What follows belongs to an exercise in optimizing a design on an open flow for small area and a short achievable clock period; a production flow would make more cautious choices.
Function was checked by simulation only, so behaviour that the tests miss may differ from the original.
Power figures rest on the tool's default switching activity, not on a simulated workload.

[design/flow/config.mk]
export PLATFORM = sky130hd
export DESIGN_NAME = zcpf_nec
export DESIGN_NICKNAME = zcpf_nec
export VERILOG_FILES = /design/flow/design.v
export SDC_FILE = /design/flow/constraint.sdc
export NUM_CORES = 4
export LEC_CHECK = 0
export CAP_MARGIN = 20
export CORE_MARGIN = 2
export CORE_UTILIZATION = 40
export SLEW_MARGIN = 20
[design/flow/constraint.sdc]
create_clock -name core_clock -period 4.5 [get_ports {clk}]
set_input_delay 0.9000 -clock core_clock [delete_from_list [all_inputs] [get_ports {clk}]]
set_output_delay 0.9000 -clock core_clock [all_outputs]
set_load 0.01 [all_outputs]
[design/flow/design.v]
module zcpf_nec (
    input  wire       clk,
    input  wire       rst,       
    input  wire       zc_in,     
    input  wire       ir_in,     
    input  wire       dt_tick,   
    input  wire       tb_tick,   
    input  wire [3:0] addr,
    input  wire [7:0] wdata,
    input  wire       rd,
    input  wire       wr,
    output reg  [7:0] rdata,
    output wire       gate_n
);
    localparam [7:0]  KICK_HALFCYCLES = 8'd200;
    localparam [4:0]  PULSE_CYCLES    = 5'd16;
    localparam [15:0] MARK_MIN  = 16'd787;
    localparam [15:0] SPACE_RPT = 16'd394;
    localparam [15:0] BIT_MIN   = 16'd56;
    localparam [15:0] BIT_MAX   = 16'd84;
    localparam [15:0] BIT_DISC  = 16'd168;
    localparam [15:0] LOW_MIN   = 16'd56;
    localparam [15:0] LOW_MAX   = 16'd252;
    localparam [1:0]  IR_IDLE_TICKS = 2'd2;
    localparam [2:0] S_IDLE    = 3'd0;
    localparam [2:0] S_MARK    = 3'd1;
    localparam [2:0] S_SPACE   = 3'd2;
    localparam [2:0] S_HIGHBIT = 3'd3;
    localparam [2:0] S_LOWBIT  = 3'd4;
    localparam [2:0] S_REPEAT  = 3'd5;
    localparam [3:0] A_LEVEL  = 4'h0;
    localparam [3:0] A_CTRL   = 4'h1;
    localparam [3:0] A_ANGLE  = 4'h2;
    localparam [3:0] A_STATUS = 4'h3;
    localparam [3:0] A_FLAGS  = 4'h4;
    localparam [3:0] A_HCCNT  = 4'h5;
    localparam [3:0] A_OVFCNT = 4'h6;
    localparam [3:0] A_IRSTAT = 4'h7;
    localparam [3:0] A_FRAME0 = 4'h8;
    localparam [3:0] A_FRAME1 = 4'h9;
    localparam [3:0] A_FRAME2 = 4'hA;
    localparam [3:0] A_FRAME3 = 4'hB;
    function [7:0] lut;
        input [3:0] idx;
        begin
            case (idx)
                4'd0:    lut = 8'd255;
                4'd1:    lut = 8'd230;
                4'd2:    lut = 8'd205;
                4'd3:    lut = 8'd180;
                4'd4:    lut = 8'd155;
                4'd5:    lut = 8'd130;
                4'd6:    lut = 8'd105;
                4'd7:    lut = 8'd80;
                4'd8:    lut = 8'd55;
                default: lut = 8'd30;
            endcase
        end
    endfunction
    localparam [7:0] LUT_FULL = 8'd30;    
    function [3:0] clamp_level;
        input [7:0] d;
        begin
            if (d[7])
                clamp_level = 4'd0;
            else if (d > 8'd9)
                clamp_level = 4'd9;
            else
                clamp_level = d[3:0];
        end
    endfunction
    reg  [2:0]  ir_state;
    reg  [7:0]  phase_angle;
    reg  [7:0]  dly_cnt;
    reg         dly_armed;
    reg         gate;
    reg         run;
    reg  [3:0]  level;
    reg         start_req;
    reg  [7:0]  kick_cnt;
    reg  [15:0] tb_cnt;
    reg  [7:0]  hc_cnt;
    reg  [7:0]  ovf_cnt;
    reg         ir_level;
    reg  [15:0] ir_last;
    reg  [31:0] acc;
    reg  [5:0]  bitcnt;
    reg  [31:0] frame;
    reg  [1:0]  ir_idle;
    reg         frame_rdy;
    reg         rpt_pend;
    reg         ovf_f;
    reg         zc_f;
    reg  [4:0]  pulse_cnt;    
    reg         zc_prev;      
    reg         ir_prev;      
    wire ir_now = ~ir_in;                  
    wire zc_ev  = zc_in & ~zc_prev;        
    wire ir_ev  = ir_now ^ ir_prev;        
    reg  [2:0]  n_ir_state;
    reg  [7:0]  n_phase_angle;
    reg  [7:0]  n_dly_cnt;
    reg         n_dly_armed;
    reg         n_gate;
    reg         n_run;
    reg  [3:0]  n_level;
    reg         n_start_req;
    reg  [7:0]  n_kick_cnt;
    reg  [15:0] n_tb_cnt;
    reg  [7:0]  n_hc_cnt;
    reg  [7:0]  n_ovf_cnt;
    reg         n_ir_level;
    reg  [15:0] n_ir_last;
    reg  [31:0] n_acc;
    reg  [5:0]  n_bitcnt;
    reg  [31:0] n_frame;
    reg  [1:0]  n_ir_idle;
    reg         n_frame_rdy;
    reg         n_rpt_pend;
    reg         n_ovf_f;
    reg         n_zc_f;
    reg  [4:0]  n_pulse_cnt;
    reg  [3:0]  lvl_n;
    reg         req;
    reg  [15:0] iv;
    reg         err;
    reg         bit_val;
    always @* begin
        n_ir_state    = ir_state;
        n_phase_angle = phase_angle;
        n_dly_cnt     = dly_cnt;
        n_dly_armed   = dly_armed;
        n_gate        = gate;
        n_run         = run;
        n_level       = level;
        n_start_req   = start_req;
        n_kick_cnt    = kick_cnt;
        n_tb_cnt      = tb_cnt;
        n_hc_cnt      = hc_cnt;
        n_ovf_cnt     = ovf_cnt;
        n_ir_level    = ir_level;
        n_ir_last     = ir_last;
        n_acc         = acc;
        n_bitcnt      = bitcnt;
        n_frame       = frame;
        n_ir_idle     = ir_idle;
        n_frame_rdy   = frame_rdy;
        n_rpt_pend    = rpt_pend;
        n_ovf_f       = ovf_f;
        n_zc_f        = zc_f;
        n_pulse_cnt   = (pulse_cnt != 5'd0) ? pulse_cnt - 5'd1 : 5'd0;
        lvl_n   = 4'd0;
        req     = 1'b0;
        iv      = 16'd0;
        err     = 1'b0;
        bit_val = 1'b0;
        if (wr) begin
            case (addr)
                A_LEVEL: begin
                    lvl_n       = clamp_level(wdata);
                    req         = n_start_req;
                    n_start_req = 1'b0;
                    n_level     = lvl_n;
                    if (lvl_n == 4'd0) begin
                        n_run         = 1'b0;
                        n_kick_cnt    = 8'd0;
                        n_phase_angle = lut(4'd0);
                    end else if (!n_run && req) begin
                        n_run         = 1'b1;
                        n_kick_cnt    = KICK_HALFCYCLES;
                        n_phase_angle = LUT_FULL;
                    end else if (!n_run) begin
                        n_phase_angle = lut(lvl_n);
                    end else if (n_kick_cnt != 8'd0) begin
                    end else begin
                        n_phase_angle = lut(lvl_n);
                    end
                end
                A_CTRL: begin
                    n_start_req = wdata[0];
                end
                A_FLAGS: begin
                    if (wdata[0]) n_frame_rdy = 1'b0;
                    if (wdata[1]) n_rpt_pend  = 1'b0;
                    if (wdata[2]) n_ovf_f     = 1'b0;
                    if (wdata[3]) n_zc_f      = 1'b0;
                end
                default: ;
            endcase
        end
        if (zc_ev) begin
            n_hc_cnt    = n_hc_cnt + 8'd1;
            n_zc_f      = 1'b1;
            n_dly_cnt   = n_phase_angle;
            n_dly_armed = 1'b1;
            if (n_run && (n_phase_angle <= LUT_FULL))
                n_gate = 1'b1;
            if (n_kick_cnt != 8'd0) begin
                n_kick_cnt = n_kick_cnt - 8'd1;
                if (n_kick_cnt == 8'd0)
                    n_phase_angle = lut(n_level);
            end
        end
        if (dt_tick && n_dly_armed) begin
            if (n_dly_cnt != 8'd0) begin
                n_dly_cnt = n_dly_cnt - 8'd1;
            end else begin
                n_dly_armed = 1'b0;
                if (n_run)
                    n_pulse_cnt = PULSE_CYCLES;
                n_gate = 1'b0;
            end
        end
        if (ir_ev) begin
            iv         = n_tb_cnt - n_ir_last;
            n_ir_last  = n_tb_cnt;
            n_ir_level = ir_now;
            n_ir_idle  = 2'd0;
            err        = 1'b0;
            case (n_ir_state)
                S_IDLE: begin
                    if (ir_now) begin
                        n_acc      = 32'd0;
                        n_bitcnt   = 6'd0;
                        n_ir_state = S_MARK;
                    end
                end
                S_MARK: begin
                    if (iv < MARK_MIN) err = 1'b1;
                    n_ir_state = S_SPACE;
                end
                S_SPACE: begin
                    if (iv < SPACE_RPT) n_ir_state = S_REPEAT;
                    else                n_ir_state = S_HIGHBIT;
                end
                S_HIGHBIT: begin
                    if (iv < BIT_MIN || iv > BIT_MAX) err = 1'b1;
                    n_ir_state = S_LOWBIT;
                end
                S_LOWBIT: begin
                    if (iv < LOW_MIN || iv > LOW_MAX) err = 1'b1;
                    bit_val    = (iv >= BIT_DISC);
                    n_acc      = {bit_val, n_acc[31:1]};
                    n_bitcnt   = n_bitcnt + 6'd1;
                    n_ir_state = S_HIGHBIT;
                end
                S_REPEAT: begin
                    if (iv >= BIT_MIN && iv <= BIT_MAX) n_rpt_pend = 1'b1;
                    else                                err = 1'b1;
                    n_ir_state = S_IDLE;
                end
                default: begin
                    n_ir_state = S_IDLE;
                end
            endcase
            if (err) begin
                n_ir_state = S_IDLE;
                n_bitcnt   = 6'd0;
            end else if (n_bitcnt == 6'd32) begin
                n_frame     = n_acc;
                n_frame_rdy = 1'b1;
                n_ir_state  = S_IDLE;
                n_bitcnt    = 6'd0;
            end
        end
        if (tb_tick) begin
            n_tb_cnt = n_tb_cnt + 16'd1;
            if (n_tb_cnt == 16'd0) begin
                n_ovf_cnt = n_ovf_cnt + 8'd1;
                n_ovf_f   = 1'b1;
                if (n_ir_idle < IR_IDLE_TICKS)
                    n_ir_idle = n_ir_idle + 2'd1;
                if (n_ir_idle >= IR_IDLE_TICKS)
                    n_rpt_pend = 1'b0;
            end
        end
    end
    reg [7:0] rd_view;
    always @* begin
        case (addr)
            A_LEVEL:  rd_view = {4'd0, level};
            A_CTRL:   rd_view = {7'd0, start_req};
            A_ANGLE:  rd_view = phase_angle;
            A_STATUS: rd_view = {3'd0, ir_level, dly_armed, gate,
                                 (kick_cnt != 8'd0), run};
            A_FLAGS:  rd_view = {4'd0, zc_f, ovf_f, rpt_pend, frame_rdy};
            A_HCCNT:  rd_view = hc_cnt;
            A_OVFCNT: rd_view = ovf_cnt;
            A_IRSTAT: rd_view = {ir_state, bitcnt[4:0]};
            A_FRAME0: rd_view = frame[7:0];
            A_FRAME1: rd_view = frame[15:8];
            A_FRAME2: rd_view = frame[23:16];
            A_FRAME3: rd_view = frame[31:24];
            default:  rd_view = 8'd0;
        endcase
    end
    always @(posedge clk) begin
        zc_prev <= zc_in;
        ir_prev <= ir_now;
        if (rst) begin
            ir_state    <= S_IDLE;
            phase_angle <= lut(4'd0);
            dly_cnt     <= 8'd0;
            dly_armed   <= 1'b0;
            gate        <= 1'b0;
            run         <= 1'b0;
            level       <= 4'd0;
            start_req   <= 1'b0;
            kick_cnt    <= 8'd0;
            tb_cnt      <= 16'd0;
            hc_cnt      <= 8'd0;
            ovf_cnt     <= 8'd0;
            ir_level    <= 1'b0;
            ir_last     <= 16'd0;
            acc         <= 32'd0;
            bitcnt      <= 6'd0;
            frame       <= 32'd0;
            ir_idle     <= 2'd0;
            frame_rdy   <= 1'b0;
            rpt_pend    <= 1'b0;
            ovf_f       <= 1'b0;
            zc_f        <= 1'b0;
            pulse_cnt   <= 5'd0;
            rdata       <= 8'd0;
        end else begin
            ir_state    <= n_ir_state;
            phase_angle <= n_phase_angle;
            dly_cnt     <= n_dly_cnt;
            dly_armed   <= n_dly_armed;
            gate        <= n_gate;
            run         <= n_run;
            level       <= n_level;
            start_req   <= n_start_req;
            kick_cnt    <= n_kick_cnt;
            tb_cnt      <= n_tb_cnt;
            hc_cnt      <= n_hc_cnt;
            ovf_cnt     <= n_ovf_cnt;
            ir_level    <= n_ir_level;
            ir_last     <= n_ir_last;
            acc         <= n_acc;
            bitcnt      <= n_bitcnt;
            frame       <= n_frame;
            ir_idle     <= n_ir_idle;
            frame_rdy   <= n_frame_rdy;
            rpt_pend    <= n_rpt_pend;
            ovf_f       <= n_ovf_f;
            zc_f        <= n_zc_f;
            pulse_cnt   <= n_pulse_cnt;
            if (rd)
                rdata <= rd_view;
        end
    end
    assign gate_n = ~(gate | (pulse_cnt != 5'd0));
endmodule
[design/flow/run.sh]
#!/bin/bash
# synth_recipe.tcl (not shown) runs the flow's synth.tcl, then flattens the netlist and writes it again
# the make line also repeats each setting of config.mk as NAME=value (left out here)
make -C /OpenROAD-flow-scripts/flow DESIGN_CONFIG=/design/flow/config.mk WORK_HOME=/design/flow/orfs CLKGATE_MAP_FILE= SYNTH_SCRIPT=/design/flow/synth_recipe.tcl finish
==> impl_metrics.env <==
export IMPL_min_from="pulse_cnt[0]"
export IMPL_drt_total_wl_mm=26.45
export IMPL_cts_setup_buffers=0
export IMPL_power_mw=4.398
export IMPL_ctsRootBufferMaster="clkbuf_16"
export IMPL_post_drt_wl_per_cell_um=16.60
export IMPL_yosysWarnings=1
export IMPL_die_h_um=162.2
export IMPL_timing_fmax_mhz=238.0
export IMPL_rsz0062_at_grt="false"
export IMPL_setup_ws_ns=0.2982
export IMPL_firstDrtPassIters=6
export IMPL_slew_viol_final=0
export IMPL_drcViolationCount=0
export IMPL_fin_nets=1313
export IMPL_rr_endpoint="frame[0]"
export IMPL_place_hpwl_mm=18.59
export IMPL_seq_area_sq_um=3503
export IMPL_die_area_sq_um=26310
export IMPL_cts_htree_levels=4
export IMPL_start_util_pct=40.92
export IMPL_min_period_ns=4.202
export IMPL_path_common_cell="ha_1"
export IMPL_critical_path_cell_chain="clkdlybuf4s50_1 > or4_1 > or3_1 > ha_1 > a21oi_1 > nand2b_1 > nand2_1 > ha_1 > o21a_1 > o22a_1 > nor4_2 > buf_4 > nor2_1 > a311o_1"
export IMPL_multi_input_area_sq_um=5998
export IMPL_synthCells=1248
export IMPL_ir_drop_uv=321.1
export IMPL_fin_setup_tns_ns=0
export IMPL_cts_max_path_buffers=2
export IMPL_clock_sinks=175
export IMPL_drt_iter0_markers=777
export IMPL_grt_overflow=0
export IMPL_port_buffers=28
export IMPL_powerDensity_nw_per_um2=387.0
export IMPL_worst_ep_arrival_time_ns=4.52
export IMPL_cp_required_ns=4.82
export IMPL_maxSlewHeadroom_pct=36.50
export IMPL_syn_area_sq_um=10010
export IMPL_core_sq_um=24460
export IMPL_min_path_type="reg2reg"
export IMPL_reg2reg_depth=15
export IMPL_worstReg2RegStart="tb_cnt[0]"
export IMPL_endpoint_kind="flop"
export IMPL_pre_cts_slack_ns=-0.1339
export IMPL_cp_max_fo=12
export IMPL_synth_edf_count=0
export IMPL_fillers=2368
export IMPL_fp_row_count=57
export IMPL_outcome="timing/DRC/antenna clean"
export IMPL_syn2layout_area_growth_pct=13.54
export IMPL_pin_count=29
export IMPL_insertion_delay_ns=0.44
export IMPL_period_share_pct=93.37
export IMPL_die_w_um=162.2
export IMPL_critPathLaunchType="input port"
export IMPL_ant_nets=0
export IMPL_max_slew_worst_pin_slew_ns=0.9515
export IMPL_diodes=0
export IMPL_vias_per_cell=5.697
export IMPL_fin_hold_ws_ns=0.4407
export IMPL_first_global_vias=8491
export IMPL_seq_area_frac_synth_pct=35.00
export IMPL_cts_buffers_inserted=17
export IMPL_cp_slowest_stage_delay_ns=0.55
export IMPL_stdcell_area_sq_um=11360
export IMPL_yosysUniqueCellTypes=78
export IMPL_yosys_most_used_dff="dfxtp_1"
export IMPL_grt_max_degree=66
export IMPL_r2r_setup_slack_ns=0.41
export IMPL_track_usage_pct=20.61
export IMPL_setup_viol=0
export IMPL_critPathSlowestCell="or4_1"
export IMPL_place_gp_congestion=0.9274
export IMPL_ys_ff_latch=175
export IMPL_clock_skew_ns=0.008243
export IMPL_hold_depth=1
export IMPL_total_leakage_power_nw=4.144
export IMPL_antenna_found_initial=0
export IMPL_placed_area_sq_um=10750
export IMPL_cts_reportedPaths_clkPinSlew_ns=0.08
export IMPL_worst_setup_path_type="in2reg"
export IMPL_cts_repair_resized=0
export IMPL_holdPathEnd="pulse_cnt[0]"
export IMPL_cap_violations=0
export IMPL_async_reset_ff_share_pct=0
export IMPL_syn_avg_cell_area_sq_um=8.021
export IMPL_vias=9075
export IMPL_grt_pass1_wl_mm=44.47
export IMPL_cts_tree="done"
export IMPL_synthesis_nets=1305
export IMPL_hold_viol_final=0
export IMPL_cts_hold_buf=0
export IMPL_drive_gt1_share_pct=10.24
## synthesized netlist by cell type (17+ instances only)
cell type | n | area, sq um
xor2_1 | 37 | 324.1
a21oi_1 | 73 | 365.4
nand4_1 | 20 | 125.1
a211oi_1 | 47 | 352.8
xnor2_1 | 22 | 192.7
nor3_1 | 30 | 150.1
and3_1 | 18 | 112.6
a22oi_1 | 38 | 285.3
mux2i_1 | 17 | 170.2
inv_1 | 41 | 153.9
o21ai_0 | 55 | 275.3
a211oi_2 | 21 | 262.8
nor2_1 | 169 | 634.4
clkbuf_1 | 78 | 292.8
nand3_1 | 27 | 135.1
nand2_1 | 119 | 446.7
ha_1 | 36 | 450.4
dfxtp_1 | 175 | 3503
## per-stage QoR
step	util, %	instances
floorplan	-	1248
global placement	43.96	1561
detailed placement	43.96	1561
CTS	46.41	1593
global route	46.46	1593
finish	46.46	1593
## critical path: cells and delay by family
kind / cells / cell delay [ns]
AOI/OAI and AO/OA: 4 / 0.83
adders and majority gates: 2 / 0.50
buffers and inverters: 2 / 0.64
and+or+nand+nor: 6 / 1.64
## metal layers
| layer | track usage (%) | vias up | wire, um |
|---|---|---|---|
| li1 | - | 4539 | - |
| met1 | 30.19 | 4285 | 13270 |
| met2 | 31.88 | 224 | 11650 |
| met3 | 2.835 | 27 | 1180 |
| met4 | 5.270 | 0 | 345 |
| met5 | 0 | - | 0 |
## how the worst max path moves through the flow
| stage | startpoint | end | cells past startpoint |
|---|---|---|---|
| 4_1_cts | wdata[6] | phase_angle[7] | 14 |
| 2_1_floorplan | wdata[6] | phase_angle[0] | 15 |
| 3_5_place_dp | wdata[6] | phase_angle[7] | 14 |
| 5_1_grt | wdata[5] | phase_angle[7] | 14 |
| 3_3_place_gp | wdata[6] | phase_angle[7] | 14 |
| 6_report | wdata[6] | phase_angle[7] | 14 |
## power breakdown
part           switching [mW]  internal, mW
registers              0.0961          1.64
clock network           0.719         0.797
logic                   0.638         0.506
total                    1.45          2.94
## layout by cell type (no fill, tap or decap), types with 7 or more instances in the layout
cell,n
dfxtp_1,175
nor2_1,169
nand2_1,119
a21oi_1,73
buf_4,55
o21ai_0,54
a211oi_1,47
inv_1,41
a22oi_1,38
xor2_1,37
ha_1,36
nor3_1,30
nand3_1,27
clkdlybuf4s50_1,27
xnor2_1,21
nand4_1,20
a211oi_2,20
and3_1,18
mux2i_1,17
clkbuf_16,17
or3_1,11
o211ai_1,11
a31oi_1,11
nand2b_1,10
nor2b_1,9
a22o_1,9
nor4_1,8
and2_1,8
a32oi_1,8
a21o_1,7
o22ai_1,7
## layout make-up
type | instances | share of cell area (%)
sequential | 175 | 30.83
clock buffer | 18 | 3.776
multi-input combinational | 938 | 52.78
clock inverter | 14 | 1.508
tap | 324 | 3.567
inverter | 41 | 1.354
timing repair buffer | 83 | 6.187
## registers in the layout (all words and copies together) (netlist names), 2 cells and up
signal and flops:
acc 32, bitcnt 6, dly_cnt 8, frame 32, hc_cnt 8, ir_idle 2
ir_last 16, ir_state 3, kick_cnt 8, level 4, ovf_cnt 8, phase_angle 8
pulse_cnt 5, rdata 8, tb_cnt 16
## kinds of logic (layout without fill, tap and decap cells)
logic type / Yosys count / in the layout / share of synthesized area (%)
multiplexers: 23 / 23 / 2.487
AO/OA/AOI/OAI: 360 / 360 / 25.83
buffers and inverters: 135 / 156 / 5.437
adder cells (fa/ha/maj): 37 / 37 / 4.700
flip-flops: 175 / 175 / 35.00
XOR/XNOR: 59 / 59 / 5.162
AND/OR/NAND/NOR: 459 / 459 / 21.39

==> afterwards: timing with drivers on the ports <==
How much do the figures lean on ideal ports? The routed layout below was timed once more, with nothing changed but the port constraints. Step 1 sets driving cells, clkbuf_16 on the clock port and buf_2 on the other inputs (assumed; they add their load-dependent delay and slew). Step 2 adds t to the input delays and takes it off the output delays; t is the mean of the earliest and latest rising clock arrival at the registers after step 1. Input paths then give back, and output paths get back, about the clock's delay inside the block. Three values: ideal ports, drivers, drivers and shift; two values: the first two.
shift t [ns]: 0.478
setup slack, ns: 0.298 / 0.323 / -0.156
slew at the worst register clock pin (ns): 0.08 / 0.08
Met with ideal ports but missed after step 2: setup timing in this run. The setup slack of this run moves by +0.025 ns with the drivers and by -0.454 ns with both steps.
